Source: an optimization exercise on an open RTL-to-GDS flow (aim: small area). Production flows keep margins and buffers that such runs may drop.
The RTL was checked by simulation tests, not by an equivalence proof against the original design.
No activity file was given, so power comes from the tool's default toggle rates.

Setup of JK:
==> flow/design.v (excerpt) <==
module btqc (
    input  wire         clk,
    input  wire         rst,           
    input  wire         cmd_valid,
    output wire         cmd_ready,
    input  wire [127:0] cmd_data,
    output wire         resp_valid,
    output reg  [31:0]  resp_data,
    output wire         ev_valid,
    output wire [3:0]   ev_kind,
    output reg  [31:0]  ev_data,
    input  wire         ev_ack,
    input  wire [15:0]  ev_rdata
);
Size in the first run: roughly 3100 cells after synthesis, roughly 1400 flip-flops, ~40000 um^2 of cells after synthesis.
Settings: LEC_CHECK=0, CAP_MARGIN=20, CORE_MARGIN=2, CORE_UTILIZATION=40, SLEW_MARGIN=20; clock period 10.0 ns.
standard.sh (not shown) runs the stock make flow with config.mk's settings and CLKGATE_MAP_FILE= SYNTH_SCRIPT=/design/flow/synth_recipe.tcl, a recipe that flattens the netlist after the stock synthesis.
==> flow/flow/run.sh <==
#!/bin/bash
# The standard ORFS layout (standard.sh), with three changes:
#  - synthesis is ORFS's own synthesis script (standard.sh synth), but ABC
#    maps the logic with an area-only script (flow/abc_area.script: ifraig, dc2, dch +
#    amap, no buffering or sizing); flip-flops are mapped before ABC runs,
#    so the registers are those of the standard synthesis
#  - the input and output port buffers are the smallest buffer cell (buf_1)
#  - clock tree: clkbuf_8 leaf clusters of up to 16 sinks within 50 um, no dummy loads
# Each make run's whole output goes to its own log (synth.log, standard.log);
# ORFS keeps each step's log under orfs/logs/.
set -euo pipefail
rm -rf scripts_area
cp -r "$FLOW_HOME/scripts" scripts_area
cp flow/abc_area.script scripts_area/abc_speed.script
export BUFFER_PORTS_ARGS="-buffer_cell sky130_fd_sc_hd__buf_1"
export CTS_ARGS="-sink_clustering_enable -repair_clock_nets -buf_list sky130_fd_sc_hd__clkbuf_8 -sink_clustering_size 16 -sink_clustering_max_diameter 50 -dont_use_dummy_load"
bash standard.sh SCRIPTS_DIR="$PWD/scripts_area" synth > synth.log 2>&1
bash standard.sh > standard.log 2>&1
==> flow/flow/abc_area.script <==
strash
ifraig
dc2
dch -f
amap
strash
dch -f
amap
topo
stime -c
#### Input delta (MS over JK)
--- a/flow/design.v
+++ b/flow/design.v
@@ -35,14 +35,15 @@
                      S_HALT    = 6'b00_1000,    
                      S_RESUME  = 6'b00_1001,    
                      S_RESUMEB = 6'b01_1001,    
                      S_SRCRD   = 6'b00_1010,    
                      S_PEND    = 6'b00_1011;    
     reg [5:0] state;
-    assign ev_kind  = state[3:0];
-    assign ev_valid = |state[3:0];
+    wire   slot_ev;            
+    assign ev_kind  = slot_ev ? (cfg_hwdis ? 4'd6 : 4'd1) : state[3:0];
+    assign ev_valid = (|state[3:0]) || slot_ev;
     wire   ev_fire  = ev_valid && ev_ack;
     reg [4:0]  effcap;         
     reg [4:0]  qcount;
     reg [3:0]  ovfidx;
     reg [19:0] qb;             
     reg        bok;            
@@ -164,23 +165,33 @@
             2'd0:    cw = w1;
             2'd1:    cw = w2;
             2'd2:    cw = w3;
             default: cw = trig;
         endcase
     end
+    reg [31:0] ev_st;
     always @* begin
-        ev_data[31:24] = cw[31:24];
-        ev_data[23:16] = (state[3:0] == S_SRCRD[3:0]) ? {ahi, kr[15]} : cw[23:16];
+        ev_st[31:24] = cw[31:24];
+        ev_st[23:16] = (state[3:0] == S_SRCRD[3:0]) ? {ahi, kr[15]} : cw[23:16];
         case (state[3:0])
-            4'd1:    ev_data[15:0] = cw[15:0];
-            4'd2:    ev_data[15:0] = {8'h97, f_fill ? 8'h80 : 8'hC0};
-            4'd3:    ev_data[15:0] = f_fl ? pst : xr;
-            4'd10:   ev_data[15:0] = {kr[14:0], 1'b0};
-            default: ev_data[15:0] = stepout;
+            4'd1:    ev_st[15:0] = cw[15:0];
+            4'd2:    ev_st[15:0] = {8'h97, f_fill ? 8'h80 : 8'hC0};
+            4'd3:    ev_st[15:0] = f_fl ? pst : xr;
+            4'd10:   ev_st[15:0] = {kr[14:0], 1'b0};
+            default: ev_st[15:0] = stepout;
         endcase
     end
+    wire [15:0] r_len  = rout[54:39];
+    wire [7:0]  r_step = rout[62:55];
+    always @* begin
+        if (slot_ev)
+            ev_data = {8'h94, r_len[15:8], cfg_hwdis ? 8'h00 : 8'h93,
+                       cfg_hwdis ? r_step : r_len[7:0]};
+        else
+            ev_data = ev_st;
+    end
     assign cmd_ready  = (state == S_IDLE) && (wcnt == 2'd0);
     assign resp_valid = (state == S_RESP);
     always @* begin
         case (rsel)
             2'd0: resp_data = {31'd0, rbit};
             2'd1: resp_data = {27'd0, qcount};
@@ -193,12 +204,13 @@
     wire [19:0] qb_new = qb_f[19:0];
     wire        eover  = bok && gtf({4'd0, qb_new}, {4'd0, bh});
     wire        epend  = cfg_autoflush && (qb_new != 20'd0);
     wire [4:0]  nflush  = (ovfidx != 4'd0 && cfg_ignover) ? {1'b0, ovfidx} : qcount;
     wire        fl_done = (wq == nflush);
     wire        fl_hit  = (ph == wq[3:0]);
+    assign      slot_ev = (state == S_SLOT) && f_fl && !fl_done && fl_hit;
     wire        rwr   = (wcnt != 2'd0) && (ph == wq[3:0]);
     wire [RW-1:0] rin = {pc, pst, pl, sd, ss};
     always @(posedge clk) begin
         ring <= {ring[15*RW-1:0], rwr ? rin : rout};
     end
     wire [24:0] ph_inc = addf({20'd0, ph}, 24'd0, 1'b1);
@@ -371,14 +383,12 @@
                         end else
                             state <= S_W1;
                     end
                 end
             end
             S_SETSTEP: begin
-                if (swm)
-                    kr <= hs ? 16'd0 : {f_fl ? w2[23:16] : ps[15:8], ps[7:0]};
                 if (ev_fire) state <= swm ? S_W4 : S_W1;
             end
             S_W1: begin
                 if (ev_fire) state <= f_fill ? S_SUFFIX : S_W2;
             end
             S_W2: begin
@@ -400,12 +410,14 @@
                 end
             end
             S_HALT: begin
                 if (ev_fire) state <= S_W4;
             end
             S_W4: begin
+                if (swm)
+                    kr <= hs ? 16'd0 : {f_fl ? w2[23:16] : ps[15:8], ps[7:0]};
                 if (ev_fire) begin
                     if (swm)
                         state <= S_SRCRD;
                     else if (f_fill)
                         state <= S_DW16;
                     else
@@ -460,13 +472,16 @@
                 if (fl_done)
                     state <= (batchopen && !taken) ? S_RESUMEB : S_SETSTEPF;
                 else if (fl_hit) begin
                     {pc, pst, pl, pd, ps} <= rout;
                     wq    <= wq_inc[4:0];
                     swm   <= cfg_hwdis;
-                    state <= cfg_hwdis ? S_SETSTEP : S_W1;
+                    if (slot_ev && ev_ack)       
+                        state <= cfg_hwdis ? S_W4 : S_W2;
+                    else
+                        state <= cfg_hwdis ? S_SETSTEP : S_W1;
                 end else
                     state <= S_SLOT;
             end
         end
     end
 endmodule
==> run summary <==
MS vs. JK: global-route wire length before repair moved up; final period utilization moved down; routed wire length moved up; total number of vias moved up; first-iteration DRC count moved up.
Delta (MS minus JK): standard cell area after detailed placement rose by about 1.8%, overall track demand over capacity in global routing went down by 0.44 points, post-synthesis share of cell area spent on xor and xnor gates essentially unchanged, post-synthesis instance area now larger, design internal power moved up.
Per the comparison of MS with JK, total core area higher; multi-input gate count higher; total power higher; clock share of power lower.

-- what the ideal ports hide --
The results above use ideal ports. As a check the final layouts listed here were re-extracted and re-timed, cells and wires unchanged.
Step 1 (the two cells are an assumption about what drives the block):
set clk [get_ports {clk}]
set_driving_cell -lib_cell sky130_fd_sc_hd__clkbuf_16 $clk
set_driving_cell -lib_cell sky130_fd_sc_hd__buf_2 [delete_from_list [all_inputs] $clk]
Step 2 also shifts input and output timing later by t, the mid clock arrival at the registers, as if the neighbouring blocks saw the same clock.
a / b / c = ideal ports / drivers / drivers and shift; a / b = the first two.
| run | t (ns) | setup WS [ns] | hold WS [ns] | slew at the worst register clock pin (ns) |
|---|---|---|---|---|
| JK | 0.825 | 0.197 / 0.137 / 0.411 | 0.262 / 0.262 / 0.262 | 0.10 / 0.10 |
| MS | 0.813 | 0.218 / 0.151 / 0.432 | 0.254 / 0.254 / 0.254 | 0.10 / 0.10 |
After both steps setup and hold are still met in every run listed.
